What follows belongs to an exercise in optimizing a design on an open flow for small area, a short achievable clock period and few clock cycles per item; a production flow would make more cautious choices.
RTL that was checked went through simulation tests only; none was proved equivalent to the original.
No functional check of the RTL was part of run 2.
No activity file was given, so power comes from the tool's default toggle rates.

File: design/flow/run.sh
#!/bin/bash
# synth_recipe.tcl (not shown) runs the flow's synth.tcl, then flattens the netlist and writes it again
# the make line also repeats each setting of config.mk as NAME=value (left out here)
make -C /OpenROAD-flow-scripts/flow DESIGN_CONFIG=/design/flow/config.mk WORK_HOME=/design/flow/orfs CLKGATE_MAP_FILE= SYNTH_SCRIPT=/design/flow/synth_recipe.tcl finish
File: design/flow/constraint.sdc
create_clock -name core_clock -period 10.0 [get_ports {clk}]
set_input_delay 2.0000 -clock core_clock [delete_from_list [all_inputs] [get_ports {clk}]]
set_output_delay 2.0000 -clock core_clock [all_outputs]
set_load 0.01 [all_outputs]
File: design/flow/config.mk
export PLATFORM = sky130hd
export DESIGN_NAME = fcodec_rx
export DESIGN_NICKNAME = fcodec_rx
export VERILOG_FILES = /design/flow/design.v
export SDC_FILE = /design/flow/constraint.sdc
export NUM_CORES = 4
export LEC_CHECK = 0
export CAP_MARGIN = 20
export CORE_MARGIN = 2
export CORE_UTILIZATION = 40
export CTS_CLUSTER_DIAMETER = 80
export CTS_CLUSTER_SIZE = 28
export PLACE_DENSITY = 0.6
export SETUP_SLACK_MARGIN = 5
export SLEW_MARGIN = 20
File: design/flow/design.v
module fcodec_rx (
    input  wire        clk,
    input  wire        rst,
    input  wire        host_req,
    input  wire        host_we,
    input  wire [11:0] host_addr,
    input  wire [15:0] host_wdata,
    output wire        host_ack,
    output reg  [15:0] host_rdata,
    input  wire        rx_valid,
    input  wire        rx_fail,
    input  wire [7:0]  rx_data,
    output wire        rx_ready
);
    localparam [1:0] PH_IDLE   = 2'd0;
    localparam [1:0] PH_RECV   = 2'd1;
    localparam [1:0] PH_FAILED = 2'd2;
    localparam [1:0] PH_DEC    = 2'd3;
    localparam [3:0] ST_OK     = 4'h0;
    localparam [3:0] ST_TRUNC  = 4'h2;
    localparam [3:0] ST_INTEG  = 4'h3;
    localparam [3:0] ST_XPORT  = 4'h4;
    localparam [3:0] ST_BADHDR = 4'h5;
    localparam [3:0] ST_BADLEN = 4'h6;
    localparam [3:0] ST_INPROG = 4'hE;
    localparam [3:0] ST_NONE   = 4'hF;
    reg [1:0] phase;
    reg [2:0] operr;
    reg [3:0] rx_status;
    reg [8:0] rx_nbytes;
    reg [8:0] rx_count;
    reg [7:0] rx_len, rx_cmd, rx_ctrl, rx_csum_exp, rx_csum_rcv;
    reg       rx_valid_r;
    reg [8:0] trk_m;
    reg [7:0] trk_sum;
    reg [7:0] trk_last;
    reg [2:0] rot;
    reg [7:0] lo [0:7];
    reg [7:0] hi [0:2];
    reg [7:0] ring [0:247];
    reg [8:0] pf_addr;
    reg [7:0] pf_data;
    reg       pf_ok;
    reg [8:0] ma;
    wire ph_idle = (phase == PH_IDLE);
    wire ph_recv = (phase == PH_RECV);
    wire ph_fail = (phase == PH_FAILED);
    wire ph_dec  = (phase == PH_DEC);
    wire host_rxf  = (host_addr[11:9] == 3'b010);
    wire host_ring = host_rxf && !host_addr[8] && (host_addr[7:3] != 5'd0);
    wire wr_wait   = host_ring && (host_addr[2:0] != rot);
    wire pf_match  = (pf_addr == host_addr[8:0]);
    wire cnt_wait  = !rx_count[8] && (rx_count[7:3] != 5'd0) && (rx_count[2:0] != rot);
    assign host_ack = !ph_dec && !(host_rxf && (host_we ? (!host_addr[8] && (host_addr[7:3] != 5'd0) && (host_addr[2:0] != rot))
                                                      : !(pf_ok && pf_match)));
    assign rx_ready = ph_recv && !cnt_wait;
    wire host_wr   = host_req && host_we && host_ack;
    wire rx_step   = rx_valid && rx_ready;
    wire step_byte = rx_step && !rx_fail;
    wire step_fail = rx_step && rx_fail;
    wire       is_rxf_addr = host_rxf && (host_addr[8:0] <= 9'd258);
    wire       rxf_hwr     = host_wr && is_rxf_addr && ph_idle;
    wire [7:0] hdr0  = lo[0];
    wire [7:0] hdr1  = lo[1];
    wire [7:0] len_b = lo[2];
    wire [8:0] count_inc  = rx_count + 9'd1;
    wire       frame_done = step_byte && (rx_count >= 9'd3) && (rx_count == {1'b0, len_b} + 9'd3);
    wire       buf_we    = ph_recv ? step_byte : rxf_hwr;
    wire [8:0] buf_waddr = ph_recv ? rx_count : host_addr[8:0];
    wire [7:0] buf_wdata = ph_recv ? rx_data : host_wdata[7:0];
    reg        pw_we;
    reg  [4:0] pw_bank;
    reg  [7:0] pw_data;
    always @(posedge clk) begin
        if (rst)
            pw_we <= 1'b0;
        else
            pw_we <= buf_we && !buf_waddr[8] && (buf_waddr[7:3] != 5'd0);
        pw_bank <= buf_waddr[7:3];
        pw_data <= buf_wdata;
    end
    always @(posedge clk) begin
        if (rst)
            rot <= 3'd0;
        else
            rot <= rot + 3'd1;
    end
    always @(posedge clk) begin
        if (buf_we && buf_waddr[8:3] == 6'd0)
            lo[buf_waddr[2:0]] <= buf_wdata;
        if (buf_we && buf_waddr[8] && buf_waddr[7:2] == 6'd0 && buf_waddr[1:0] != 2'd3)
            hi[buf_waddr[1:0]] <= buf_wdata;
    end
    genvar gb, gk;
    generate
        for (gb = 1; gb < 32; gb = gb + 1) begin : g_ring
            for (gk = 0; gk < 7; gk = gk + 1) begin : g_slot
                always @(posedge clk)
                    ring[(gb - 1) * 8 + gk] <= ring[(gb - 1) * 8 + gk + 1];
            end
            always @(posedge clk)
                ring[(gb - 1) * 8 + 7] <= (pw_we && pw_bank == gb) ? pw_data : ring[(gb - 1) * 8];
        end
    endgenerate
    function [7:0] fixed_rd(input [8:0] a);
        begin
            if (a[8])
                fixed_rd = (a[7:2] == 6'd0 && a[1:0] != 2'd3) ? hi[a[1:0]] : 8'd0;
            else
                fixed_rd = lo[a[2:0]];
        end
    endfunction
    wire       ma_fixed = ma[8] || (ma[7:3] == 5'd0);
    wire       ma_avail = ma_fixed || (ma[2:0] == rot);
    wire [7:0] ma_data  = ma_fixed ? fixed_rd(ma) : ring[(ma[7:3] - 5'd1) * 8 + 1];
    wire       walk     = ph_dec && (trk_m != rx_nbytes);
    wire       rd_req   = host_req && !host_we && host_rxf && !ph_dec;
    wire [8:0] req_addr = ph_dec ? trk_m : host_addr[8:0];
    wire       req      = rd_req || walk;
    wire       req_eq   = (pf_addr == req_addr);
    wire       req_hit  = req && pf_ok && req_eq;
    wire       req_miss = req && !req_eq;
    wire       req_fix  = req_addr[8] || (req_addr[7:3] == 5'd0);
    reg  [8:0] pf_addr_n, ma_n;
    reg  [7:0] pf_data_n;
    reg        pf_ok_n;
    always @(*) begin
        pf_addr_n = pf_addr;
        pf_data_n = pf_data;
        pf_ok_n   = pf_ok;
        ma_n      = ma;
        if (req_miss) begin
            pf_addr_n = req_addr;
            if (req_fix) begin
                pf_data_n = fixed_rd(req_addr);
                pf_ok_n   = 1'b1;
                ma_n      = req_addr + 9'd1;
            end else begin
                pf_ok_n   = 1'b0;
                ma_n      = req_addr;
            end
        end else if (req_hit || !pf_ok) begin
            pf_addr_n = ma;
            if (ma_avail) begin
                pf_data_n = ma_data;
                pf_ok_n   = 1'b1;
                ma_n      = ma + 9'd1;
            end else begin
                pf_ok_n   = 1'b0;
                ma_n      = ma;
            end
        end
        if (buf_we && buf_waddr == pf_addr_n) begin
            pf_ok_n = 1'b0;
            ma_n    = pf_addr_n;
        end
    end
    always @(posedge clk) begin
        pf_data <= pf_data_n;
        if (rst) begin
            pf_addr <= 9'd0;
            pf_ok   <= 1'b0;
            ma      <= 9'd0;
        end else begin
            pf_addr <= pf_addr_n;
            pf_ok   <= pf_ok_n;
            ma      <= ma_n;
        end
    end
    wire       trk_wr    = buf_we || (walk && req_hit);
    wire [8:0] trk_idx   = ph_dec ? trk_m : buf_waddr;
    wire [7:0] trk_byte  = ph_dec ? pf_data : buf_wdata;
    wire [8:0] trk_m1    = trk_m - 9'd1;
    wire [8:0] dec_n    = frame_done ? count_inc : rx_nbytes;
    wire [7:0] dec_sumx = frame_done ? (trk_sum + trk_last) : trk_sum;
    wire [7:0] dec_rcv  = frame_done ? rx_data : trk_last;
    wire [8:0] flen     = {1'b0, len_b} + 9'd4;
    wire [7:0] dec_exp  = 8'd0 - dec_sumx;
    reg  [3:0] chk_code;
    reg        chk_fail;
    always @(*) begin
        chk_fail = 1'b1;
        chk_code = ST_OK;
        if (dec_n < 9'd6)                         chk_code = ST_TRUNC;
        else if (hdr0 != 8'hAA || hdr1 != 8'hAA)  chk_code = ST_BADHDR;
        else if (len_b < 8'd2)                    chk_code = ST_BADLEN;
        else if (dec_n < flen)                    chk_code = ST_TRUNC;
        else if (dec_n > flen)                    chk_code = ST_BADLEN;
        else                                      chk_fail = 1'b0;
    end
    task automatic publish;
        begin
            phase <= PH_IDLE;
            if (chk_fail) begin
                rx_len      <= 8'd0;
                rx_cmd      <= 8'd0;
                rx_ctrl     <= 8'd0;
                rx_csum_exp <= 8'd0;
                rx_csum_rcv <= 8'd0;
                rx_valid_r  <= 1'b0;
                rx_status   <= chk_code;
            end else if (dec_exp == dec_rcv) begin
                rx_len      <= len_b;
                rx_cmd      <= lo[3];
                rx_ctrl     <= lo[4];
                rx_csum_exp <= dec_rcv;
                rx_csum_rcv <= dec_rcv;
                rx_valid_r  <= 1'b1;
                rx_status   <= ST_OK;
            end else begin
                rx_len      <= 8'd0;
                rx_cmd      <= 8'd0;
                rx_ctrl     <= 8'd0;
                rx_csum_exp <= dec_exp;
                rx_csum_rcv <= dec_rcv;
                rx_valid_r  <= 1'b0;
                rx_status   <= ST_INTEG;
            end
        end
    endtask
    wire [3:0] op_code  = host_wdata[3:0];
    wire       op_write = host_wr && (host_addr == 12'h000);
    wire       op_legal = (host_wdata[15:4] == 12'd0) &&
                          ((op_code <= 4'h5) || (op_code == 4'hF));
    always @(posedge clk) begin
        if (rst) begin
            phase       <= PH_IDLE;
            operr       <= 3'd0;
            rx_status   <= ST_NONE;
            rx_nbytes   <= 9'd0;
            rx_count    <= 9'd0;
            rx_len      <= 8'd0;
            rx_cmd      <= 8'd0;
            rx_ctrl     <= 8'd0;
            rx_csum_exp <= 8'd0;
            rx_csum_rcv <= 8'd0;
            rx_valid_r  <= 1'b0;
            trk_m       <= 9'd0;
            trk_sum     <= 8'd0;
            trk_last    <= 8'd0;
        end else begin
            if (trk_wr) begin
                if (trk_idx == 9'd0) begin
                    trk_m    <= 9'd1;
                    trk_sum  <= 8'd0;
                    trk_last <= trk_byte;
                end else if (trk_idx == trk_m) begin
                    trk_m    <= trk_m + 9'd1;
                    if (trk_m >= 9'd4)
                        trk_sum <= trk_sum + trk_last;
                    trk_last <= trk_byte;
                end else if (trk_idx == trk_m1) begin
                    trk_last <= trk_byte;
                end else if (trk_idx >= 9'd3 && trk_idx < trk_m) begin
                    trk_m   <= 9'd0;
                    trk_sum <= 8'd0;
                end
            end
            if (step_byte) begin
                rx_count <= count_inc;
                if (frame_done) begin
                    rx_nbytes <= count_inc;
                    publish;
                end
            end else if (step_fail) begin
                rx_nbytes <= rx_count;
                phase     <= PH_FAILED;
                rx_status <= ST_XPORT;
            end
            if (ph_dec && trk_m == rx_nbytes)
                publish;
            if (host_wr && host_addr == 12'h00A && ph_idle)
                rx_nbytes <= (host_wdata[8:0] > 9'd259) ? 9'd259 : host_wdata[8:0];
            if (op_write) begin
                if (!op_legal) begin
                    operr <= 3'd1;
                end else if (op_code == 4'hF) begin
                    operr       <= 3'd0;
                    phase       <= PH_IDLE;
                    rx_status   <= ST_NONE;
                    rx_nbytes   <= 9'd0;
                    rx_count    <= 9'd0;
                    rx_len      <= 8'd0;
                    rx_cmd      <= 8'd0;
                    rx_ctrl     <= 8'd0;
                    rx_csum_exp <= 8'd0;
                    rx_csum_rcv <= 8'd0;
                    rx_valid_r  <= 1'b0;
                end else if (op_code == 4'h4 || op_code == 4'h5) begin
                    if (ph_recv) begin
                        operr <= 3'd2;
                    end else if (ph_fail) begin
                        operr <= 3'd3;
                    end else begin
                        operr <= 3'd0;
                        if (op_code == 4'h4) begin
                            rx_count    <= 9'd0;
                            rx_len      <= 8'd0;
                            rx_cmd      <= 8'd0;
                            rx_ctrl     <= 8'd0;
                            rx_csum_exp <= 8'd0;
                            rx_csum_rcv <= 8'd0;
                            rx_valid_r  <= 1'b0;
                            rx_status   <= ST_INPROG;
                            phase       <= PH_RECV;
                        end else if (chk_fail || trk_m == rx_nbytes) begin
                            publish;
                        end else begin
                            phase <= PH_DEC;
                            if (trk_m > rx_nbytes) begin
                                trk_m   <= 9'd3;
                                trk_sum <= 8'd0;
                            end
                        end
                    end
                end else begin
                    operr <= 3'd0;
                end
            end
        end
    end
    wire [7:0] rx_plen = rx_valid_r ? (rx_len - 8'd2) : 8'd0;
    reg  [8:0] reg_rd;
    always @(*) begin
        case (host_addr[4:0])
            5'h01:   reg_rd = {2'd0, operr, ph_fail, 1'b0, ph_recv, 1'b0};
            5'h03:   reg_rd = {5'd0, rx_status};
            5'h0A:   reg_rd = rx_nbytes;
            5'h0B:   reg_rd = rx_count;
            5'h0C:   reg_rd = {1'b0, rx_len};
            5'h0D:   reg_rd = {1'b0, rx_cmd};
            5'h0E:   reg_rd = {1'b0, rx_ctrl};
            5'h0F:   reg_rd = {1'b0, rx_plen};
            5'h10:   reg_rd = {1'b0, rx_csum_exp};
            5'h11:   reg_rd = {1'b0, rx_csum_rcv};
            5'h12:   reg_rd = {8'd0, rx_valid_r};
            default: reg_rd = 9'd0;
        endcase
    end
    wire host_regs = (host_addr[11:5] == 7'd0);
    always @(*) begin
        host_rdata       = 16'h0000;
        host_rdata[8:0]  = ({9{host_regs}} & reg_rd) | ({9{host_rxf}} & {1'b0, pf_data});
    end
endmodule
==> results.cfg, run 1 <==
[logic_synthesis]
netlist_instances = 4379
synth_sequential_area_ratio = 0.755
synth_compound_area_frac = 0.0658
syn_area_mm2 = 0.0599
synthFlopType = dfxtp_1
synth_area_leader_cell = dfxtp_1
yosysWarnings = 2
synth_top_area_frac = 0.706
synth-seq-cells = 2211
synthSimpleGateAreaFrac = 0.0670
synth_xor_area_frac = 0.0166
synth_enable_flop_cells = 96
synthTopCellsByArea = dfxtp_1 71%, mux2_2 5.2%, edfxtp_1 4.8%, nand2_1 1.8%, xnor2_1 1.2%
synth_top_family_by_area = multiplexers
async_flop_share = 0
avgSynthCellArea_um2 = 13.7
synth.distinct_cells = 85
synth_fa_ha_area_frac = 0.0112
synth_mux_area_frac = 0.0699

[cells_and_area]
drive_gt1_frac = 0.162
nFillCells = 13400
layout.nets = 4592
antenna_cells = 0
postLayoutCoreUtil = 0.449
final_common_cell = dfxtp_1
area_growth_pct = 11.8
layout_common_cells = 2107 x dfxtp_1, 282 x nand2_1, 278 x mux2_2

[die]
rows = 142
coreArea_mm2 = 0.149
initial_core_util = 0.402
die_h_um = 391
dieArea_mm2 = 0.153
io_pins = 60
die_w_um = 391

[global_route]
track_usage = 0.188
grt_max_degree = 48
grt_pass1_vias = 31300
met3_usage = 0.0271
grt_pass1_wl_um = 212000
use_met1 = 0.270
busiest_layer = met2
antenna_found_initial = 9
gr-total-overflow = 0
grt_use_met2 = 0.283

[sta]
relSlewSlack = 0.236
hold_violations = 0
setup_viol = 0
period_share = 0.552
skew_ps = 36.2
max_freq_mhz = 181
tightest_slew_ps = 1150
fin_tns_setup_ps = 0
rsz0062_at_grt = true
slew_viol_final = 0
fin_crit_ps = 5520

[routing]
drc = 0
drtIter0Drc = 2423
routed_wl_um = 146000
wire_per_inst_um = 22.6
viasPerCell = 5.00
firstDrtPassIters = 6
num_vias = 32300
final_antenna_net_count = 0

[power_and_ir_drop]
leakage_nw = 25.7
powerDensity_mw_per_mm2 = 207
peakVddDrop_uv = 152

[clock_tree]
cts_buffers = 96
cts-hold-fix-buffers = 0
root_buffer = clkbuf_16
cts.sinks = 2211
tritoncts = done
path_clk_slew_ps = 100
htree_levels = 3
cts_buffer_depth = 3
clk_latency_ps = 760

[status]
status = finished clean

[place]
dp_hpwl_um = 97200
portBuffers = 52
gp_congestion = 0.945

[critical_path]
r2r_slack_ps = 4980
cp-end-kind = output pin
setup.worst_path.start_class = input pin
arrival_ps = 3520
critical_path_peak_fanout = 5
worstPathRequired_ps = 8000
critPathKind = in2out

[worst_hold_path]
worstHoldPathType = reg2reg

[job]
drv_cap = 0
stage by stage:
step	instances	power [mW]	setup slack, ps	hold slack (ps)	instance area, um2
final	6469	13.9	4480	304	67000
after global routing	6469	14.3	4440	308	67000
after global placement	6276	9.48	2960	310	62900
after CTS	6458	14.0	4480	302	66700
after detailed placement	6277	9.48	2820	312	63000
after floorplan	4385	9.33	4720	310	60300
cells in the mapped netlist (48+ instances only):
| library cell | instances |
|---|---|
| o21ai_0 | 114 |
| nand2_1 | 288 |
| a22oi_1 | 73 |
| mux2_2 | 278 |
| dfxtp_1 | 2115 |
| clkbuf_1 | 132 |
| ha_1 | 52 |
| edfxtp_1 | 96 |
| mux2i_1 | 64 |
| xnor2_1 | 81 |
| a21oi_1 | 116 |
| nor3_1 | 70 |
| inv_1 | 48 |
| nand3_1 | 101 |
| nor2_1 | 164 |
sequential cells by signal (all words and copies together) (netlist names), 3 cells and up, named ones only:
signal and flops:
rx_csum_exp 8, pf_addr 9, rx_status 4, ring 1984, rx_len 8, lo 64
rot 3, rx_ctrl 8, rx_nbytes 9, trk_m 9, rx_count 9, rx_csum_rcv 8
pw_data 8, pf_data 8, pw_bank 5, trk_sum 8, trk_last 8, ma 9
hi 24, rx_cmd 8
where the power goes:
group	internal [mW]	switching (mW)
registers	8.89	0.0662
clock network	1.86	2.71
logic	0.139	0.217
total	10.9	3.00
cell type report:
cell class                      count  area [um2]  area share
Multi-Input combinational cell   1958       14600       0.219
Tap cell                         1944        2430      0.0363
Clock buffer                      101        2440      0.0365
Inverter                           50         191     0.00286
Sequential cell                  2211       45200       0.675
Clock inverter                     25         435     0.00650
Timing Repair Buffer              180        1620      0.0241
critical path, stage by stage:
cell and delay (ps):
buf_12 100, or3b_4 420, nor2_4 220, buf_6 130, nand2_2 50, o21ai_2 100
a221oi_2 60, a31oi_4 180, a21o_1 120, buf_2 130
per-layer routing:
layer,vias to the layer above,part of all wire
li1,15300,-
met1,15800,0.48
met2,918,0.43
met3,284,0.052
met4,6,0.042
met5,-,0.00028
kinds of logic after synthesis:
group,Yosys count
AO/OA/AOI/OAI,580
XOR/XNOR,112
adder cells (fa/ha/maj),53
buffers and inverters,221
flip-flops,2211
multiplexers,361
other,1
AND/OR/NAND/NOR,840
what timing repair did:
item	in CTS	in global routing
pin swaps	30	18
hold endpoints to repair	0	0
endpoints found under the setup margin	194	165
gates cloned	3	3
gates resized for setup	201	53
buffers inserted	52	8
worst paths after layout:
path,start,to,depth (start not counted)
max,host_addr[2],host_rdata[3],10
max reg2reg,rx_count[5],rx_status[1],17
min,ring[92][4],ring[91][4],0
min reg2reg,ring[92][4],ring[91][4],0
Testbench counts, summed over its fixed seeds: cycles 83,193, frames 960.
==> run 2: changes to the inputs <==
--- a/design/flow/design.v
+++ b/design/flow/design.v
@@ -51,8 +51,8 @@
     wire wr_wait   = host_ring && (host_addr[2:0] != rot);
     wire pf_match  = (pf_addr == host_addr[8:0]);
-    wire cnt_wait  = !rx_count[8] && (rx_count[7:3] != 5'd0) && (rx_count[2:0] != rot);
+    reg  cnt_ok;      
     assign host_ack = !ph_dec && !(host_rxf && (host_we ? (!host_addr[8] && (host_addr[7:3] != 5'd0) && (host_addr[2:0] != rot))
                                                       : !(pf_ok && pf_match)));
-    assign rx_ready = ph_recv && !cnt_wait;
+    assign rx_ready = ph_recv && cnt_ok;
     wire host_wr   = host_req && host_we && host_ack;
     wire rx_step   = rx_valid && rx_ready;
@@ -223,4 +223,13 @@
     wire       op_legal = (host_wdata[15:4] == 12'd0) &&
                           ((op_code <= 4'h5) || (op_code == 4'hF));
+    wire       cnt_clr  = op_write && op_legal &&
+                          ((op_code == 4'hF) || (op_code == 4'h4 && !ph_recv && !ph_fail));
+    wire [8:0] count_nx = cnt_clr ? 9'd0 : (step_byte ? count_inc : rx_count);
+    always @(posedge clk) begin
+        if (rst)
+            cnt_ok <= 1'b1;
+        else
+            cnt_ok <= count_nx[8] || (count_nx[7:3] == 5'd0) || (count_nx[2:0] == rot + 3'd1);
+    end
     always @(posedge clk) begin
         if (rst) begin
==> results.cfg, run 2 <==
[cells_and_area]
layout.nets = 4532
largest_reg_flops = 1984
regMostFlops = ring
area_growth_pct = 12.8
layout_common_cells = 2108 x dfxtp_1, 275 x mux2_2, 185 x nand2_1
final_cells = 6396
final_common_cell = dfxtp_1
drive_gt1_frac = 0.177

[sta]
setup_ws_ps = 4420
rsz0062_at_grt = true
setup_viol = 0
skew_ps = 40.7
slew_viol_final = 0
tightest_slew_ps = 1130
max_freq_mhz = 179
period_share = 0.558
hold_violations = 0
relSlewSlack = 0.238
fin_crit_ps = 5580
fin_tns_setup_ps = 0

[global_route]
grt_pass1_wl_um = 212000
grt_max_degree = 60
track_usage = 0.189
antenna_found_initial = 5
grt_pass1_vias = 30500
gr-total-overflow = 0

[clock_tree]
htree_levels = 3
cts_buffers = 95
path_clk_slew_ps = 100
cts_buffer_depth = 3
root_buffer = clkbuf_16
tritoncts = done
cts.sinks = 2212
clk_latency_ps = 740

[logic_synthesis]
synth_enable_flop_cells = 96
synth_top_area_frac = 0.709
avgSynthCellArea_um2 = 14.0
synthFlopType = dfxtp_1
synth.distinct_cells = 91
synth-seq-cells = 2212
synth_most_common_cell = dfxtp_1
ys_top_cells_by_count = 2116 x dfxtp_1, 275 x mux2_2, 203 x nor2_1
synth_area_leader_cell = dfxtp_1
synth_sequential_area_ratio = 0.757
yosysWarnings = 2
async_flop_share = 0
netlist_instances = 4268
syn_area_mm2 = 0.0598
synthTopCellsByArea = dfxtp_1 71%, mux2_2 5.2%, edfxtp_1 4.8%, nor2_1 1.3%, xnor2_1 1.2%

[die]
die_w_um = 391
initial_core_util = 0.404
io_pins = 60
coreArea_mm2 = 0.148
rows = 141
dieArea_mm2 = 0.153
die_h_um = 391

[status]
status = finished clean

[routing]
drtIter0Drc = 2322
final_antenna_net_count = 0
drc = 0
num_vias = 32200
wire_per_inst_um = 23.1
routed_wl_um = 147000
firstDrtPassIters = 6
viasPerCell = 5.03

[worst_hold_path]
worstHoldPathType = reg2reg
hold_end = ring[154][0]
min-delay-start = ring[155][0]
min_delay_path_depth = 0

[critical_path]
rr_endpoint = rx_ctrl[4]
r2r_start = lo[2][3]
worstPathRequired_ps = 8000
critPathKind = in2out
r2r_slack_ps = 4880
arrival_ps = 3580
setup.worst_path.start_class = input pin
critical_path_peak_fanout = 5
reg2regPathDepth = 22
cp-end-kind = output pin

[place]
portBuffers = 52
dpl.cell_count = 6156
post-place-ws_ps = 2340
dp_hpwl_um = 97100
gp_congestion = 0.917

[power_and_ir_drop]
peakVddDrop_uv = 151
powerDensity_mw_per_mm2 = 206
leakage_nw = 25.8

[job]
drv_cap = 0
## run 2: cell count changes in the layout (fill, tap and decap cells not counted), sizes merged, moves of 27 or more
cell	previous run	this run
nand2	288	193
buf	150	196
o21ai	116	76
nand3	101	62
nor2	165	204
nor3	72	45
## run 2: worst max-delay path by stage
stage | start | to | slack [ps] | cells past startpoint
3_3_place_gp | rx_valid | rx_len[3] | 2500 | 17
5_1_grt | host_addr[0] | host_rdata[3] | 4400 | 12
3_5_place_dp | rx_valid | rx_cmd[5] | 2340 | 17
2_1_floorplan | rx_fail | rx_len[2] | 4340 | 21
6_report | host_addr[0] | host_rdata[4] | 4420 | 8
4_1_cts | host_addr[2] | host_rdata[5] | 4410 | 9
## run 2: through the flow
stage / instance area, um2 / hold WS, ps / power (mW) / utilization
detailed placement: 62800 / 312 / 9.52 / 0.424
CTS: 66700 / 305 / 13.9 / 0.450
finish: 67400 / 307 / 13.9 / 0.456
global placement: 62700 / 310 / 9.52 / 0.424
floorplan: 60100 / 310 / 9.36 / -
global route: 67400 / 314 / 14.3 / 0.456
## run 2: area by class of cell
cell class | count | area, um2
multi-input cells | 1842 | 14500
flip-flops and latches | 2212 | 45300
inverters | 56 | 215
clock inverters | 21 | 362
diodes | 3 | 7.51
repair buffers | 230 | 2310
well taps | 1930 | 2410
fillers | 13100 | 80600
clock buffers | 102 | 2420
## run 2: worst max-delay path: stages
cell,delay (ps)
buf_12,100
buf_12,140
mux2i_1,410
o21ai_0,170
a221oi_2,320
a31oi_1,140
a21o_1,160
buf_2,130
## run 2: layer usage
layer,up-vias,track usage,part of all wire
li1,15000,-,-
met1,15900,0.271,0.47
met2,1024,0.286,0.43
met3,290,0.0276,0.053
met4,4,0.0769,0.048
met5,-,0,0.00022
## run 2: kinds of logic after synthesis
logic type | after synthesis | synth area share
and+or+nand+nor | 740 | 0.0610
adders and majority gates | 53 | 0.0112
AOI/OAI and AO/OA | 547 | 0.0649
buffers and inverters | 223 | 0.0152
other | 1 | 0.0000627
muxes | 371 | 0.0721
xor gates and xnor gates | 121 | 0.0187
DFF | 2212 | 0.757
## run 2: report_power, final
group / leakage, nW / total [mW] / internal (mW) / switching [mW]
registers: 17.9 / 8.97 / 8.89 / 0.0764
clock network: 1.35 / 4.50 / 1.81 / 2.69
logic: 6.59 / 0.399 / 0.166 / 0.233
total: 25.8 / 13.9 / 10.9 / 3.00
## run 2: repair_timing
item / CTS / global route
resized for setup: 234 / 78
hold buffers: 0 / 0
pin swaps: 55 / 63
cloned: 13 / 4
setup buffers: 54 / 42
setup endpoints to repair: 184 / 73
==> run 3: changes to the inputs <==
--- a/design/flow/design.v
+++ b/design/flow/design.v
@@ -330,21 +330,32 @@
     end
     wire [7:0] rx_plen = rx_valid_r ? (rx_len - 8'd2) : 8'd0;
-    reg  [8:0] reg_rd;
+    wire [1:0] ra = host_addr[1:0];
+    reg  [8:0] g0, g2, g3, g4;
     always @(*) begin
-        case (host_addr[4:0])
-            5'h01:   reg_rd = {2'd0, operr, ph_fail, 1'b0, ph_recv, 1'b0};
-            5'h03:   reg_rd = {5'd0, rx_status};
-            5'h0A:   reg_rd = rx_nbytes;
-            5'h0B:   reg_rd = rx_count;
-            5'h0C:   reg_rd = {1'b0, rx_len};
-            5'h0D:   reg_rd = {1'b0, rx_cmd};
-            5'h0E:   reg_rd = {1'b0, rx_ctrl};
-            5'h0F:   reg_rd = {1'b0, rx_plen};
-            5'h10:   reg_rd = {1'b0, rx_csum_exp};
-            5'h11:   reg_rd = {1'b0, rx_csum_rcv};
-            5'h12:   reg_rd = {8'd0, rx_valid_r};
-            default: reg_rd = 9'd0;
+        case (ra)
+            2'd1:    g0 = {2'd0, operr, ph_fail, 1'b0, ph_recv, 1'b0};
+            2'd3:    g0 = {5'd0, rx_status};
+            default: g0 = 9'd0;
+        endcase
+        case (ra)
+            2'd2:    g2 = rx_nbytes;
+            2'd3:    g2 = rx_count;
+            default: g2 = 9'd0;
+        endcase
+        case (ra)
+            2'd0:    g3 = {1'b0, rx_len};
+            2'd1:    g3 = {1'b0, rx_cmd};
+            2'd2:    g3 = {1'b0, rx_ctrl};
+            default: g3 = {1'b0, rx_plen};
+        endcase
+        case (ra)
+            2'd0:    g4 = {1'b0, rx_csum_exp};
+            2'd1:    g4 = {1'b0, rx_csum_rcv};
+            2'd2:    g4 = {8'd0, rx_valid_r};
+            default: g4 = 9'd0;
         endcase
     end
+    wire [8:0] reg_rd = ({9{host_addr[4:2] == 3'd0}} & g0) | ({9{host_addr[4:2] == 3'd2}} & g2) |
+                        ({9{host_addr[4:2] == 3'd3}} & g3) | ({9{host_addr[4:2] == 3'd4}} & g4);
     wire host_regs = (host_addr[11:5] == 7'd0);
     always @(*) begin
--- a/design/flow/config.mk
+++ b/design/flow/config.mk
@@ -12,4 +12,4 @@
 export CTS_CLUSTER_SIZE = 28
 export PLACE_DENSITY = 0.6
-export SETUP_SLACK_MARGIN = 5
+export SETUP_SLACK_MARGIN = 4.6
 export SLEW_MARGIN = 20
==> results.cfg, run 3 <==
[status]
status = finished clean

[die]
rows = 142
io_pins = 60
coreArea_mm2 = 0.150
die_h_um = 392
die_w_um = 392
initial_core_util = 0.402
dieArea_mm2 = 0.153

[power_and_ir_drop]
switchingPower_mw = 2.90
pwr-share-comb = 0.026
power_mw = 13.7
p_clk_frac = 0.322
leakage_nw = 25.5
powerDensity_mw_per_mm2 = 205
intPower_mw = 10.8
peakVddDrop_uv = 176
swShare = 0.211
seq_power_share = 0.651

[critical_path]
cp-end-kind = output pin
r2r_slack_ps = 5010
startpoint = host_addr[1]
worstPathRequired_ps = 8000
arrival_ps = 3410
critical_path_peak_fanout = 6
rr_endpoint = rx_ctrl[4]
setup.worst_path.start_class = input pin
worstPathCellList = buf_8 > buf_12 > clkinvlp_4 > buf_6 > nor3b_4 > nand2_1 > o21ai_1 > nand2_1 > o221ai_2 > a21oi_1 > o21ai_1 > buf_2
cp_slowest_cell = nor3b_4
critPathKind = in2out
cpPeakStageDelay_ps = 220
critPathCapture = host_rdata[3]
r2r_start = lo[2][5]
reg2regPathDepth = 17

[sta]
relSlewSlack = 0.259
skew_ps = 42.4
max_freq_mhz = 185
setup_ws_ps = 4590
setup_viol = 0
fin_tns_setup_ps = 0
slew_viol_final = 0
fin_crit_ps = 5410
hold_violations = 0
tightest_slew_ps = 1110
period_share = 0.541
rsz0062_at_grt = true

[clock_tree]
root_buffer = clkbuf_16
htree_levels = 3
tritoncts = done
clk_latency_ps = 730
cts_buffer_depth = 3
cts_buffers = 94
cts.sinks = 2212
path_clk_slew_ps = 90
cts-hold-fix-buffers = 0

[routing]
routed_wl_um = 141000
drc = 0
wire_per_inst_um = 21.7
final_antenna_net_count = 0
drtIter0Drc = 2303
num_vias = 31900
firstDrtPassIters = 8
viasPerCell = 4.92

[cells_and_area]
nFillCells = 13500
layout_common_cells = 2110 x dfxtp_1, 287 x mux2_2, 230 x nand2_1
regArea_mm2 = 0.0453
final_cells = 6476
layout.nets = 4531
regMostFlops = ring
final_area_mm2 = 0.0669
area_growth_pct = 11.2
largest_reg_flops = 1984
multi_input_area_mm2 = 0.0145
drive_gt1_frac = 0.153
final_common_cell = dfxtp_1

[global_route]
busiest_layer = met2
use_met1 = 0.252
met3_usage = 0.0213
antenna_found_initial = 2
grt_max_degree = 50
grt_pass1_vias = 30500
track_usage = 0.181
grt_use_met2 = 0.287
gr-total-overflow = 0
grt_pass1_wl_um = 205000

[logic_synthesis]
ys_top_cells_by_count = 2116 x dfxtp_1, 287 x mux2_2, 233 x nand2_1
synth.distinct_cells = 96
synth_area_leader_cell = dfxtp_1
synth_most_common_cell = dfxtp_1
synthFlopType = dfxtp_1
syn_area_mm2 = 0.0601
synth_sequential_area_ratio = 0.752
synth-seq-cells = 2212
synthTopCellsByArea = dfxtp_1 70%, mux2_2 5.4%, edfxtp_1 4.8%, mux2i_1 1.7%, nand2_1 1.5%
avgSynthCellArea_um2 = 13.9
synth_enable_flop_cells = 96
async_flop_share = 0
synth_top_area_frac = 0.704
netlist_instances = 4331
yosysWarnings = 2

[place]
portBuffers = 52
dpl.cell_count = 6302
post-place-ws_ps = 3030
dp_hpwl_um = 94200
placed_cell_area_mm2 = 0.0631
gp_congestion = 0.924

[worst_hold_path]
worstHoldPathType = reg2reg

[job]
drv_cap = 0
run 3: cell types whose count changed after synthesis, sizes merged, moves of 10 or more:
| cell | previous run | this run |
|---|---|---|
| nand2 | 193 | 234 |
| a22oi | 67 | 30 |
| o21ai | 76 | 112 |
| mux2i | 72 | 105 |
| nand4 | 56 | 38 |
| nor2 | 203 | 185 |
| o22ai | 11 | 23 |
| xor2 | 34 | 46 |
| a22o | 53 | 63 |
run 3: layout make-up:
type                    count  area share
flip-flops and latches   2212       0.677
multi-input cells        1896       0.217
well taps                2016      0.0377
clock buffers             102      0.0364
repair buffers            175      0.0245
clock inverters            16     0.00445
inverters                  57     0.00325
diodes                      2   0.0000748
run 3: stage by stage:
step	hold WS, ps	util
2_1_floorplan	310	-
3_3_place_gp	310	0.422
3_5_place_dp	312	0.422
4_1_cts	310	0.445
5_1_grt	317	0.447
6_report	315	0.447
run 3: layer usage:
layer	vias up	wire, um
li1	15100	-
met4	0	5900
met5	-	0
met1	15700	65900
met3	245	6100
met2	934	62900
run 3: power groups by stage:
stage	Sequential [mW]	Clock, mW	Combinational, mW
finish	8.95	4.42	0.363
global route	8.95	4.85	0.386
CTS	8.94	4.54	0.354
detailed placement	9.15	0	0.327
global placement	9.15	0	0.325
floorplan	9.11	0	0.220
run 3: kinds of logic (layout without fill, tap and decap cells):
logic type | after synthesis | count (layout) | share of synthesized area
compound gates | 550 | 550 | 0.0627
fa+ha+maj | 53 | 53 | 0.0112
simple gates | 749 | 750 | 0.0608
mux | 411 | 411 | 0.0784
buf+inv | 230 | 350 | 0.0156
flops | 2212 | 2212 | 0.752
other cells | 1 | 9 | 0.0000624
xor+xnor | 125 | 125 | 0.0189
run 3: how the worst min path moves through the flow:
stage / slack [ps] / endpoint / cells after the start / from
finish: 320 / ring[158][4] / 0 / ring[159][4]
floorplan: 310 / ring[100][0] / 0 / ring[101][0]
CTS: 310 / ring[156][4] / 0 / ring[157][4]
global placement: 310 / ring[157][4] / 0 / ring[158][4]
global route: 320 / ring[156][4] / 0 / ring[157][4]
detailed placement: 310 / ring[193][6] / 0 / ring[194][6]
run 3: repair_timing:
item	4_1_cts	5_1_grt
buffers inserted	25	20
gates resized for setup	160	57
gates cloned	6	3
setup endpoints to repair	85	81
pin swaps	16	26
run 3: critical path, delay by kind of cell:
family                 cells  cell delay, ps
buffers and inverters      5             640
AO/OA/AOI/OAI              4             370
AND/OR/NAND/NOR            3             370
Testbench counts of run 3, summed over its fixed seeds: cycles 83,193, frames 960.
==> run 4: changes to the inputs <==
--- a/design/flow/config.mk
+++ b/design/flow/config.mk
@@ -12,4 +12,4 @@
 export CTS_CLUSTER_SIZE = 28
 export PLACE_DENSITY = 0.6
-export SETUP_SLACK_MARGIN = 4.6
+export SETUP_SLACK_MARGIN = 4.3
 export SLEW_MARGIN = 20
==> results.cfg, run 4 <==
[clock_tree]
cts_buffers = 95
htree_levels = 3
clk_latency_ps = 740
tritoncts = done
cts.sinks = 2212
cts-hold-fix-buffers = 0
path_clk_slew_ps = 110
root_buffer = clkbuf_16
cts_buffer_depth = 3

[logic_synthesis]
netlist_instances = 4331
synthTopCellsByArea = dfxtp_1 70%, mux2_2 5.4%, edfxtp_1 4.8%, mux2i_1 1.7%, nand2_1 1.5%
avgSynthCellArea_um2 = 13.9
synth_top_area_frac = 0.704
ys_top_cells_by_count = 2116 x dfxtp_1, 287 x mux2_2, 233 x nand2_1
synth_sequential_area_ratio = 0.752
synth_most_common_cell = dfxtp_1
synth-seq-cells = 2212
synth_enable_flop_cells = 96
async_flop_share = 0
syn_area_mm2 = 0.0601
yosysWarnings = 2
synth_area_leader_cell = dfxtp_1
synthFlopType = dfxtp_1
synth.distinct_cells = 96

[critical_path]
rr_endpoint = rx_len[2]
r2r_start = lo[2][0]
critical_path_peak_fanout = 5
arrival_ps = 3680
cp-end-kind = output pin
setup.worst_path.start_class = input pin
critPathKind = in2out
reg2regPathDepth = 18
r2r_slack_ps = 4710
worstPathRequired_ps = 8000

[cells_and_area]
layout_common_cells = 2109 x dfxtp_1, 287 x mux2_2, 231 x nand2_1
final_common_cell = dfxtp_1
regArea_mm2 = 0.0453
nFillCells = 13500
drive_gt1_frac = 0.139
area_growth_pct = 10.3
multi_input_area_mm2 = 0.0144
layout.nets = 4495
regMostFlops = ring
largest_reg_flops = 1984

[power_and_ir_drop]
leakage_nw = 25.3
powerDensity_mw_per_mm2 = 207
peakVddDrop_uv = 176

[sta]
holdWs_ps = 310
setup_viol = 0
fin_crit_ps = 5680
skew_ps = 50.5
hold_violations = 0
tightest_slew_ps = 1140
rsz0062_at_grt = false
relSlewSlack = 0.243
slew_viol_final = 0
fin_tns_setup_ps = 0
max_freq_mhz = 176
period_share = 0.568

[status]
status = finished clean

[die]
rows = 142
dieArea_mm2 = 0.153
die_w_um = 392
coreArea_mm2 = 0.150
io_pins = 60
initial_core_util = 0.402
die_h_um = 392

[global_route]
grt_max_degree = 50
track_usage = 0.179
antenna_found_initial = 5
gr-total-overflow = 0
grt_pass1_wl_um = 203000
grt_pass1_vias = 30500

[routing]
num_vias = 31600
wire_per_inst_um = 21.6
drc = 0
viasPerCell = 4.90
final_antenna_net_count = 0
firstDrtPassIters = 5
routed_wl_um = 139000
drtIter0Drc = 2370

[place]
portBuffers = 52
gp_congestion = 0.912
dp_hpwl_um = 92700

[worst_hold_path]
hold_end = ring[153][0]
min_delay_path_depth = 0
min-delay-start = ring[154][0]
worstHoldPathType = reg2reg

[job]
drv_cap = 0
run 4: cell type report:
class                      instances  share of cell area
clock buffer                     101              0.0365
multi-input combinational       1898               0.216
tap                             2016              0.0380
antenna                            2           0.0000754
clock inverter                    19             0.00460
inverter                          57             0.00328
timing repair buffer             136              0.0191
sequential                      2212               0.682
run 4: layer usage:
| layer | track usage | up-vias | wire (um) |
|---|---|---|---|
| li1 | - | 15000 | - |
| met1 | 0.248 | 15400 | 64800 |
| met2 | 0.278 | 879 | 61300 |
| met3 | 0.0327 | 271 | 7390 |
| met4 | 0.0687 | 2 | 5890 |
| met5 | 0 | - | 13 |
run 4: metrics by stage:
stage	setup WS [ps]	cell area, um2	util	std cells	total power [mW]
after detailed placement	2560	63000	0.421	6291	9.47
after floorplan	4370	60200	-	4337	9.33
after global routing	4280	66300	0.443	6439	14.2
after CTS	4280	66100	0.442	6427	13.8
after global placement	2650	63000	0.421	6291	9.47
final	4320	66300	0.444	6441	13.7
run 4: worst max-delay path, stage by stage:
cell and delay (ps):
buf_4 140, bufbuf_16 280, buf_6 130, xor2_4 190, nor4_4 330, nand3_2 200
a31oi_4 260, buf_6 140
run 4: worst max-delay path by stage:
stage / slack [ps] / end / cells after the start / startpoint
2_1_floorplan: 4370 / host_rdata[3] / 7 / host_addr[0]
3_3_place_gp: 2650 / rx_cmd[0] / 17 / rx_valid
3_5_place_dp: 2560 / rx_len[2] / 17 / rx_valid
4_1_cts: 4280 / host_rdata[2] / 6 / host_addr[11]
5_1_grt: 4280 / rx_len[2] / 18 / rx_valid
6_report: 4320 / host_ack / 8 / host_addr[1]
run 4: repair_timing:
item,CTS,global route
resized for setup,86,30
cloned,5,2
pin swaps,7,9
setup endpoints to repair,74,72
setup buffers,11,10
run 4: kinds of logic (layout without fill, tap and decap cells):
logic type / Yosys count / count (layout) / share of synthesized area
fa+ha+maj: 53 / 53 / 0.0112
compound gates: 550 / 550 / 0.0627
xor+xnor: 125 / 125 / 0.0189
buf+inv: 230 / 313 / 0.0156
simple gates: 749 / 752 / 0.0608
mux: 411 / 411 / 0.0784
other cells: 1 / 9 / 0.0000624
flops: 2212 / 2212 / 0.752
run 4: report_power, final:
group | total (mW) | leakage, nW | switching [mW] | internal, mW
sequential | 8.95 | 17.9 | 0.0596 | 8.89
clock | 4.44 | 1.33 | 2.64 | 1.80
combinational | 0.344 | 6.07 | 0.210 | 0.134
total | 13.7 | 25.3 | 2.91 | 10.8
==> run 5: changes to the inputs <==
--- a/design/flow/config.mk
+++ b/design/flow/config.mk
@@ -12,4 +12,4 @@
 export CTS_CLUSTER_SIZE = 28
 export PLACE_DENSITY = 0.6
-export SETUP_SLACK_MARGIN = 4.3
+export SETUP_SLACK_MARGIN = 5
 export SLEW_MARGIN = 20
==> results.cfg, run 5 <==
[place]
dp_hpwl_um = 96600
portBuffers = 52
dpl.cell_count = 6287
placed_cell_area_mm2 = 0.0631
gp_congestion = 0.916

[critical_path]
worstPathRequired_ps = 8000
cpPeakStageDelay_ps = 150
critPathKind = in2out
r2r_slack_ps = 5230
critical_path_peak_fanout = 7
cp_num_cells = 12
setup.worst_path.start_class = input pin
startpoint = host_addr[1]
cp_slowest_cell = buf_2
worst-path-buf-inv = 7
reg2regPathDepth = 17
r2r_start = rx_count[1]
critical_path.top_delay_family = buffers and inverters
arrival_ps = 3380
worstPathCellList = buf_12 > buf_8 > buf_6 > buf_16 > buf_8 > buf_6 > o22ai_2 > nand2_1 > o21ai_2 > a21oi_2 > o21ai_2 > buf_2
cp-end-kind = output pin

[cells_and_area]
largest_reg_flops = 1984
regMostFlops = ring
regArea_mm2 = 0.0453
final_cells = 6502
area_growth_pct = 12.2
layout.nets = 4555
multi_input_area_mm2 = 0.0148
nFillCells = 13400
final_area_mm2 = 0.0675
drive_gt1_frac = 0.167
final_common_cell = dfxtp_1
layout_common_cells = 2109 x dfxtp_1, 285 x mux2_2, 226 x nand2_1

[die]
die_h_um = 392
io_pins = 60
dieArea_mm2 = 0.153
rows = 142
coreArea_mm2 = 0.150
die_w_um = 392
initial_core_util = 0.402

[global_route]
grt_pass1_wl_um = 210000
grt_max_degree = 50
gr-total-overflow = 0
track_usage = 0.187
antenna_found_initial = 1
grt_pass1_vias = 30900

[logic_synthesis]
synth_fa_ha_area_frac = 0.0112
avgSynthCellArea_um2 = 13.9
synth_compound_area_frac = 0.0627
synth_mux_area_frac = 0.0784
async_flop_share = 0
ys_top_cells_by_count = 2116 x dfxtp_1, 287 x mux2_2, 233 x nand2_1
synth_xor_area_frac = 0.0189
synth_enable_flop_cells = 96
syn_area_mm2 = 0.0601
synth_area_leader_cell = dfxtp_1
synth_most_common_cell = dfxtp_1
synthSimpleGateAreaFrac = 0.0608
synth_top_family_by_area = multiplexers
synthFlopType = dfxtp_1
synth_sequential_area_ratio = 0.752
synthTopCellsByArea = dfxtp_1 70%, mux2_2 5.4%, edfxtp_1 4.8%, mux2i_1 1.7%, nand2_1 1.5%
netlist_instances = 4331
synth_top_area_frac = 0.704
synth-seq-cells = 2212
synth.distinct_cells = 96
yosysWarnings = 2

[clock_tree]
cts-hold-fix-buffers = 0
cts_buffers = 96
root_buffer = clkbuf_16
tritoncts = done
clk_latency_ps = 760
path_clk_slew_ps = 100
cts.sinks = 2212
htree_levels = 3
cts_buffer_depth = 3

[sta]
fin_tns_setup_ps = 0
relSlewSlack = 0.158
hold_violations = 0
slew_viol_final = 0
fin_crit_ps = 5380
setup_viol = 0
skew_ps = 53.2
rsz0062_at_grt = true
tightest_slew_ps = 1260
period_share = 0.538
max_freq_mhz = 186

[power_and_ir_drop]
leakage_nw = 25.7
powerDensity_mw_per_mm2 = 206
peakVddDrop_uv = 177

[routing]
final_antenna_net_count = 0
viasPerCell = 4.93
drc = 0
firstDrtPassIters = 6
routed_wl_um = 146000
num_vias = 32100
wire_per_inst_um = 22.5
drtIter0Drc = 2426

[job]
drv_cap = 0

[worst_hold_path]
min-delay-start = ring[114][3]
worstHoldPathType = reg2reg
min_delay_path_depth = 0

[status]
status = finished clean
==> run 5: cell counts after synthesis <==
Identical to the previous run, type by type.
==> run 5: layout make-up <==
class                      instances  share of cell area
clock buffer                     102              0.0366
tap                             2016              0.0374
antenna                            1           0.0000371
clock inverter                    21             0.00601
multi-input combinational       1902               0.219
timing repair buffer             191              0.0274
sequential                      2212               0.671
inverter                          57             0.00339
==> run 5: final timing paths <==
check                   to
min reg2reg   ring[113][3]
max          host_rdata[7]
max reg2reg      rx_len[2]
min           ring[113][3]
==> run 5: layer usage <==
metal / vias up / track usage / routed length, um
li1: 15100 / - / -
met1: 15700 / 0.259 / 67200
met2: 929 / 0.297 / 65700
met3: 285 / 0.0265 / 7380
met4: 0 / 0.0692 / 5750
met5: - / 0 / 0
==> run 5: cells by family after synthesis <==
logic type / after synthesis
compound gates: 550
flops: 2212
fa+ha+maj: 53
other cells: 1
mux: 411
xor+xnor: 125
buf+inv: 230
simple gates: 749
==> run 5: timing repair <==
action,in CTS,in global routing
gates cloned,10,4
setup buffers,44,33
pin swaps,45,50
setup endpoints to repair,152,95
resized for setup,184,65
==> run 5: where the power goes <==
part | switching [mW] | total (mW) | internal (mW)
Sequential | 0.0617 | 8.95 | 8.89
Combinational | 0.222 | 0.366 | 0.144
Clock | 2.70 | 4.58 | 1.87
Total | 2.99 | 13.9 | 10.9
==> run 5: stage by stage <==
step           hold WS, ps  power, mW  setup WS (ps)  utilization
2_1_floorplan          310       9.33           4770            -
3_3_place_gp           310       9.48           2970        0.422
3_5_place_dp           312       9.48           2880        0.422
4_1_cts                285       14.0           4540        0.447
5_1_grt                293       14.4           4510        0.451
6_report               295       13.9           4620        0.451
==> run 6: changes to the inputs <==
--- a/design/flow/config.mk
+++ b/design/flow/config.mk
@@ -11,5 +11,5 @@
 export CTS_CLUSTER_DIAMETER = 80
 export CTS_CLUSTER_SIZE = 28
-export PLACE_DENSITY = 0.6
+export PLACE_DENSITY = 0.5
 export SETUP_SLACK_MARGIN = 5
 export SLEW_MARGIN = 20
==> results.cfg, run 6 <==
[status]
status = finished clean

[clock_tree]
clk_latency_ps = 740
cts_buffers = 99
root_buffer = clkbuf_16
htree_levels = 3
cts.sinks = 2212
tritoncts = done
path_clk_slew_ps = 100
cts_buffer_depth = 3

[routing]
wl_met3_um = 5870
drt-met1-wl_um = 72700
viasPerCell = 4.90
drtIter0Drc = 2240
final_antenna_net_count = 0
routed_wl_um = 155000
drc = 0
highest_layer = met4
wl_met2_um = 70200
num_vias = 32000
wire_per_inst_um = 23.7
firstDrtPassIters = 6

[die]
io_pins = 60
dieArea_mm2 = 0.153
die_w_um = 392
rows = 142
die_h_um = 392
initial_core_util = 0.402
coreArea_mm2 = 0.150

[sta]
period_share = 0.533
rsz0062_at_grt = true
tightest_slew_ps = 1180
max_freq_mhz = 188
skew_ps = 51.2
hold_violations = 0
setup_viol = 0
fin_crit_ps = 5330
slew_viol_final = 0
relSlewSlack = 0.216
fin_tns_setup_ps = 0

[critical_path]
setup.worst_path.start_class = input pin
arrival_ps = 3330
critPathKind = in2out
critical_path_peak_fanout = 7
cp-end-kind = output pin
worstPathRequired_ps = 8000

[global_route]
track_usage = 0.199
grt_pass1_wl_um = 221000
gr-total-overflow = 0
grt_pass1_vias = 30600
antenna_found_initial = 6
grt_max_degree = 47

[logic_synthesis]
synth_top_area_frac = 0.704
synth_most_common_cell = dfxtp_1
synth.distinct_cells = 96
avgSynthCellArea_um2 = 13.9
synth_area_leader_cell = dfxtp_1
yosysWarnings = 2
syn_area_mm2 = 0.0601
synth-seq-cells = 2212
synthFlopType = dfxtp_1
async_flop_share = 0
synth_sequential_area_ratio = 0.752
synth_enable_flop_cells = 96
netlist_instances = 4331
synthTopCellsByArea = dfxtp_1 70%, mux2_2 5.4%, edfxtp_1 4.8%, mux2i_1 1.7%, nand2_1 1.5%
ys_top_cells_by_count = 2116 x dfxtp_1, 287 x mux2_2, 233 x nand2_1

[cells_and_area]
final_common_cell = dfxtp_1
regMostFlops = ring
postLayoutCoreUtil = 0.453
drive_gt1_frac = 0.174
area_growth_pct = 12.8
largest_reg_flops = 1984
layout.nets = 4565
final_cells = 6525
nFillCells = 13500
layout_common_cells = 2108 x dfxtp_1, 285 x mux2_2, 227 x nand2_1

[power_and_ir_drop]
peakVddDrop_uv = 150
powerDensity_mw_per_mm2 = 206
leakage_nw = 25.9

[place]
dpl.cell_count = 6316
gp_congestion = 0.908
portBuffers = 52
dp_hpwl_um = 104000

[worst_hold_path]
worstHoldPathType = reg2reg

[job]
drv_cap = 0
-- run 6: cell counts after synthesis --
Identical to the previous run, type by type.
-- run 6: final timing paths --
check,from,to,slack [ps],depth (start not counted)
setup reg to reg,lo[2][0],rx_len[4],5150,19
hold reg to reg,ring[151][7],ring[150][7],300,0
hold / removal,ring[151][7],ring[150][7],300,0
setup / recovery,host_addr[1],host_rdata[0],4670,10
-- run 6: logic make-up (layout without fill, tap and decap cells) --
logic type               after synthesis  count (layout)  share of synthesized area
AND/OR/NAND/NOR                      749             754                     0.0608
multiplexers                         411             411                     0.0784
AO/OA/AOI/OAI                        550             550                     0.0627
flip-flops                          2212            2212                      0.752
adder cells (fa/ha/maj)               53              53                     0.0112
other                                  1              11                  0.0000624
XOR/XNOR                             125             125                     0.0189
buffers and inverters                230             393                     0.0156
-- run 6: stage by stage --
step	cell area, um2	worst slack (ps)	power [mW]	hold slack, ps
final	67800	4670	14.0	304
after global routing	67800	4610	14.5	324
after CTS	67000	4600	14.1	316
after detailed placement	63400	3050	9.50	312
after global placement	63400	3100	9.50	309
after floorplan	60500	4770	9.33	310
-- run 6: repair_timing --
action,in CTS,in global routing
cloned,9,5
endpoints found under the setup margin,159,158
buffers inserted,22,32
hold buffers,0,0
gates resized for setup,136,126
pin swaps,23,58
-- run 6: power breakdown --
group	switching, mW	internal [mW]	leakage [nW]	total, mW
clock	2.74	1.94	1.44	4.67
combinational	0.240	0.143	6.53	0.383
sequential	0.0506	8.89	17.9	8.94
total	3.03	11.0	25.9	14.0
-- run 6: worst max-delay path, stage by stage --
cell	delay, ps
buf_8	90
buf_12	140
mux2i_1	190
nor2_1	50
a31oi_1	170
o21ai_1	80
o22ai_1	140
o21ai_1	90
a22o_1	220
buf_2	150
-- run 6: cell type report --
class,instances,area (um2),share of cell area
Clock buffer,109,2570,0.0378
Tap cell,2016,2520,0.0372
Antenna cell,4,10.0,0.000148
Timing Repair Buffer,200,1980,0.0292
Clock inverter,27,397,0.00585
Multi-Input combinational cell,1900,14900,0.219
Sequential cell,2212,45300,0.667
Inverter,57,221,0.00327
-- run 6: routing by layer --
metal	global-route usage	vias to the layer above
met3	0.0219	236
met5	0	-
met1	0.280	15800
met2	0.320	764
met4	0.0668	0
li1	-	15200
==> run 7: changes to the inputs <==
--- a/design/flow/config.mk
+++ b/design/flow/config.mk
@@ -8,8 +8,8 @@
 export CAP_MARGIN = 20
 export CORE_MARGIN = 2
-export CORE_UTILIZATION = 40
+export CORE_UTILIZATION = 50
 export CTS_CLUSTER_DIAMETER = 80
 export CTS_CLUSTER_SIZE = 28
-export PLACE_DENSITY = 0.5
+export PLACE_DENSITY = 0.6
 export SETUP_SLACK_MARGIN = 5
 export SLEW_MARGIN = 20
==> results.cfg, run 7 <==
[clock_tree]
cts_buffer_depth = 3
clk_latency_ps = 730
cts_buffers = 94
cts.sinks = 2212
path_clk_slew_ps = 100
htree_levels = 3
root_buffer = clkbuf_16
tritoncts = done

[die]
rows = 127
die_w_um = 351
dieArea_mm2 = 0.123
die_h_um = 351
coreArea_mm2 = 0.120
io_pins = 60
initial_core_util = 0.503

[logic_synthesis]
yosysWarnings = 2
netlist_instances = 4331
synth_enable_flop_cells = 96
synth_mux_area_frac = 0.0784
synth_fa_ha_area_frac = 0.0112
synth_xor_area_frac = 0.0189
async_flop_share = 0
synthTopCellsByArea = dfxtp_1 70%, mux2_2 5.4%, edfxtp_1 4.8%, mux2i_1 1.7%, nand2_1 1.5%
synth_compound_area_frac = 0.0627
synth_top_family_by_area = multiplexers
synth_most_common_cell = dfxtp_1
synthFlopType = dfxtp_1
synth_top_area_frac = 0.704
synth-seq-cells = 2212
synth_sequential_area_ratio = 0.752
avgSynthCellArea_um2 = 13.9
ys_top_cells_by_count = 2116 x dfxtp_1, 287 x mux2_2, 233 x nand2_1
synth_area_leader_cell = dfxtp_1
synth.distinct_cells = 96
syn_area_mm2 = 0.0601
synthSimpleGateAreaFrac = 0.0608

[power_and_ir_drop]
leakage_nw = 25.6
p_clk_frac = 0.323
pwr-share-comb = 0.027
seq_power_share = 0.650
swShare = 0.214
switchingPower_mw = 2.94
powerDensity_mw_per_mm2 = 206
peakVddDrop_uv = 153
intPower_mw = 10.8
power_mw = 13.8

[cells_and_area]
drive_gt1_frac = 0.163
regMostFlops = ring
nFillCells = 9780
area_growth_pct = 10.9
final_cells = 6077
final_common_cell = dfxtp_1
largest_reg_flops = 1984
layout_common_cells = 2107 x dfxtp_1, 286 x mux2_2, 227 x nand2_1
layout.nets = 4536
postLayoutCoreUtil = 0.557

[critical_path]
critical_path_peak_fanout = 7
cp_slowest_cell = mux2i_1
critPathKind = in2out
cpPeakStageDelay_ps = 190
worstPathCellList = buf_12 > buf_12 > mux2i_1 > nor2_1 > a31oi_1 > o21ai_1 > o22ai_1 > o21ai_1 > a22o_1 > buf_2
arrival_ps = 3340
cp-end-kind = output pin
setup.worst_path.start_class = input pin
worstPathRequired_ps = 8000

[sta]
slew_viol_final = 0
period_share = 0.534
tightest_slew_ps = 1190
rsz0062_at_grt = true
setup_viol = 0
relSlewSlack = 0.203
max_freq_mhz = 187
skew_ps = 34.2
fin_tns_setup_ps = 0
fin_crit_ps = 5340
hold_violations = 0

[global_route]
grt_pass1_vias = 30000
track_usage = 0.237
grt_pass1_wl_um = 211000
gr-total-overflow = 0
grt_max_degree = 50
antenna_found_initial = 7

[routing]
drc = 0
routed_wl_um = 148000
num_vias = 32200
viasPerCell = 5.30
drtIter0Drc = 2736
wire_per_inst_um = 24.4
firstDrtPassIters = 6
final_antenna_net_count = 0

[place]
dp_hpwl_um = 99400
gp_congestion = 0.937
portBuffers = 52
dpl.cell_count = 5894

[worst_hold_path]
worstHoldPathType = reg2reg

[status]
status = finished clean

[job]
drv_cap = 0
[run 7: layout make-up]
cell class                 instances  area (um2)  area share
sequential                      2212       45300       0.679
multi-input combinational       1900       14800       0.221
clock buffer                     101        2400      0.0360
tap                             1612        2020      0.0302
timing repair buffer             176        1700      0.0254
clock inverter                    17         330     0.00495
inverter                          57         221     0.00332
antenna                            2        5.00   0.0000751
[run 7: logic make-up after synthesis]
family	count (synthesis)
adders and majority gates	53
muxes	411
DFF	2212
xor gates and xnor gates	125
and+or+nand+nor	749
other	1
AOI/OAI and AO/OA	550
buffers and inverters	230
[run 7: final timing paths]
path | start | to | slack (ps) | cells past startpoint
max | host_addr[1] | host_rdata[0] | 4660 | 10
max reg2reg | lo[2][0] | rx_cmd[6] | 5220 | 21
min | ring[59][2] | ring[58][2] | 300 | 0
min reg2reg | ring[59][2] | ring[58][2] | 300 | 0
[run 7: stage by stage]
step	instance area, um2	hold WS [ps]	setup WS (ps)
after floorplan	60500	310	4770
after global placement	62700	310	3240
after detailed placement	62700	312	3160
after CTS	66300	292	4700
after global routing	66700	308	4610
final	66700	296	4660
[run 7: critical path: cells and delay by family]
kind / cells / cell delay (ps)
muxes: 1 / 190
buffers and inverters: 3 / 360
and+or+nand+nor: 1 / 60
AOI/OAI and AO/OA: 5 / 720
[run 7: power by group through the flow]
stage / sequential (mW) / combinational (mW) / clock, mW
after floorplan: 9.11 / 0.226 / 0
after global placement: 9.15 / 0.337 / 0
after detailed placement: 9.15 / 0.337 / 0
after CTS: 8.95 / 0.363 / 4.56
after global routing: 8.95 / 0.399 / 4.85
final: 8.95 / 0.378 / 4.44
[run 7: routing by layer]
metal	track usage	wire, um
met1	0.349	69800
met2	0.355	63600
met3	0.0320	8830
met4	0.0921	6070
met5	0	10
[run 7: what timing repair did]
item / CTS / global route
setup buffers: 38 / 13
cloned: 11 / 1
endpoints found under the setup margin: 175 / 141
endpoints found under the hold margin: 0 / 0
gates resized for setup: 179 / 66
pin swaps: 34 / 44
hold buffers: 0 / 0
==> run 8: changes to the inputs <==
--- a/design/flow/config.mk
+++ b/design/flow/config.mk
@@ -8,8 +8,8 @@
 export CAP_MARGIN = 20
 export CORE_MARGIN = 2
-export CORE_UTILIZATION = 50
-export CTS_CLUSTER_DIAMETER = 80
-export CTS_CLUSTER_SIZE = 28
-export PLACE_DENSITY = 0.6
+export CORE_UTILIZATION = 60
+export CTS_CLUSTER_DIAMETER = 70
+export CTS_CLUSTER_SIZE = 26
+export PLACE_DENSITY = 0.65
 export SETUP_SLACK_MARGIN = 5
 export SLEW_MARGIN = 20
==> results.cfg, run 8 <==
[status]
status = finished clean

[die]
io_pins = 60
die_h_um = 321
rows = 116
initial_core_util = 0.603
die_w_um = 321
dieArea_mm2 = 0.103
coreArea_mm2 = 0.0997

[logic_synthesis]
synth_top_family_by_area = multiplexers
synth.distinct_cells = 96
netlist_instances = 4331
synth_top_area_frac = 0.704
avgSynthCellArea_um2 = 13.9
syn_area_mm2 = 0.0601
synth_xor_area_frac = 0.0189
synth_area_leader_cell = dfxtp_1
synthSimpleGateAreaFrac = 0.0608
synth-seq-cells = 2212
synth_mux_area_frac = 0.0784
synth_compound_area_frac = 0.0627
synthTopCellsByArea = dfxtp_1 70%, mux2_2 5.4%, edfxtp_1 4.8%, mux2i_1 1.7%, nand2_1 1.5%
synth_most_common_cell = dfxtp_1
synth_sequential_area_ratio = 0.752
async_flop_share = 0
yosysWarnings = 2
synth_enable_flop_cells = 96
synthFlopType = dfxtp_1
synth_fa_ha_area_frac = 0.0112
ys_top_cells_by_count = 2116 x dfxtp_1, 287 x mux2_2, 233 x nand2_1

[routing]
final_antenna_net_count = 0
num_vias = 32400
viasPerCell = 5.61
drc = 0
routed_wl_um = 144000
wire_per_inst_um = 25.0
drtIter0Drc = 3209
firstDrtPassIters = 6

[critical_path]
worstPathRequired_ps = 8000
rr_endpoint = ma[5]
r2r_start = phase[1]
critPathKind = in2out
reg2regPathDepth = 12
setup.worst_path.start_class = input pin
cp-end-kind = output pin
critical_path_peak_fanout = 7
arrival_ps = 3370
r2r_slack_ps = 4870

[power_and_ir_drop]
power_mw = 14.0
leakage_nw = 25.7
powerDensity_mw_per_mm2 = 210
peakVddDrop_uv = 194

[sta]
rsz0062_at_grt = true
setup_viol = 0
max_freq_mhz = 186
relSlewSlack = 0.188
tightest_slew_ps = 1220
skew_ps = 44.1
slew_viol_final = 0
holdWs_ps = 321
fin_tns_setup_ps = 0
fin_crit_ps = 5370
hold_violations = 0
setup_ws_ps = 4630
period_share = 0.537

[clock_tree]
cts_buffers = 103
htree_levels = 3
path_clk_slew_ps = 90
cts.sinks = 2212
cts_buffer_depth = 3
tritoncts = done
cts-hold-fix-buffers = 0
root_buffer = clkbuf_16
clk_latency_ps = 740

[cells_and_area]
regMostFlops = ring
area_growth_pct = 10.7
final_common_cell = dfxtp_1
layout_common_cells = 2108 x dfxtp_1, 286 x mux2_2, 229 x nand2_1
layout.nets = 4548
largest_reg_flops = 1984
final_area_mm2 = 0.0666
drive_gt1_frac = 0.165

[global_route]
use_met1 = 0.403
antenna_found_initial = 2
met3_usage = 0.0365
busiest_layer = met2
gr-total-overflow = 0
grt_pass1_wl_um = 210000
grt_use_met2 = 0.442
grt_pass1_vias = 30900
track_usage = 0.280
grt_max_degree = 50

[worst_hold_path]
min-delay-start = ring[114][5]
hold_end = ring[113][5]
worstHoldPathType = reg2reg
min_delay_path_depth = 0

[place]
portBuffers = 52
gp_congestion = 0.929
post-place-ws_ps = 3190
dp_hpwl_um = 95800
placed_cell_area_mm2 = 0.0623

[job]
drv_cap = 0
-- run 8: worst max-delay path: stages --
cell,delay [ps]
buf_12,100
buf_12,140
buf_6,120
xor2_1,150
nor4_1,230
nand3_1,190
a31oi_2,260
buf_2,180
-- run 8: routing by layer --
metal | routed length (um) | vias to the layer above | share of wire
li1 | - | 15100 | -
met1 | 66100 | 16000 | 0.46
met2 | 65600 | 1071 | 0.45
met3 | 8220 | 238 | 0.057
met4 | 4500 | 0 | 0.031
met5 | 0 | - | 0
-- run 8: cell type report --
class                   count  area [um2]
fillers                  7257       33100
inverters                  57         219
clock inverters            24         398
repair buffers            180        1710
well taps                1298        1620
flip-flops and latches   2212       45300
diodes                      2        5.00
multi-input cells        1899       14700
clock buffers             110        2660
-- run 8: report_power, final --
group          switching, mW  internal (mW)
Sequential            0.0590           8.89
Clock                   2.71           2.00
Combinational          0.215          0.141
Total                   2.98           11.0
-- run 8: kinds of logic after synthesis --
group,after synthesis
DFF,2212
and+or+nand+nor,749
AOI/OAI and AO/OA,550
muxes,411
buffers and inverters,230
xor gates and xnor gates,125
adders and majority gates,53
other,1
-- run 8: worst max path at each step --
stage	from	to	slack, ps	depth (start not counted)
finish	host_addr[1]	host_ack	4630	8
global route	host_addr[1]	host_ack	4600	8
CTS	host_addr[1]	host_ack	4670	8
detailed placement	host_addr[2]	register	3190	11
global placement	host_addr[2]	register	3230	11
floorplan	rx_valid	rx_status[0]	4770	19
-- run 8: metrics by stage --
stage,instances,utilization
6_report,5782,0.668
2_1_floorplan,4337,-
3_5_place_dp,5577,0.625
5_1_grt,5780,0.668
3_3_place_gp,5575,0.625
4_1_cts,5761,0.665
-- run 8: what timing repair did --
item	4_1_cts	5_1_grt
endpoints found under the setup margin	159	95
gates resized for setup	221	19
setup buffers	41	19
pin swaps	40	21
gates cloned	9	0

## re-timing with driven ports
Ports are ideal in the flow. The routed layouts listed here were re-timed in OpenROAD.
Step 1 assumes that a clkbuf_16 drives the clock port and a buf_2 every other input.
Step 2 moves the port delays by t, midway between the first and last clock arrival at a register: inputs arrive t later, outputs are due t later. That takes back most of the time a late clock gives input paths.
Three values: ideal, step 1, step 2; two values: the first two.
run | t (ns) | setup WS [ns] | hold slack, ns | cell pins on the clock port's net
run 1 | 0.807 | 4.481 / 4.363 / 4.186 | 0.304 / 0.304 / 0.304 | 1
run 2 | 0.794 | 4.416 / 4.349 / 4.044 | 0.307 / 0.307 / 0.307 | 1
run 3 | 0.790 | 4.586 / 4.534 / 4.077 | 0.315 / 0.315 / 0.315 | 1
run 4 | 0.793 | 4.320 / 4.292 / 3.691 | 0.310 / 0.310 / 0.310 | 1
run 5 | 0.804 | 4.623 / 4.560 / 4.279 | 0.295 / 0.295 / 0.295 | 1
run 6 | 0.791 | 4.673 / 4.617 / 4.234 | 0.304 / 0.304 / 0.304 | 1
run 7 | 0.777 | 4.662 / 4.587 / 4.349 | 0.296 / 0.296 / 0.296 | 1
run 8 | 0.789 | 4.631 / 4.579 / 4.134 | 0.321 / 0.321 / 0.321 | 1
After both steps setup and hold are still met in every run listed. The setup slack of run 4, which loses most, moves by -0.028 ns with the drivers and by -0.629 ns with both steps.
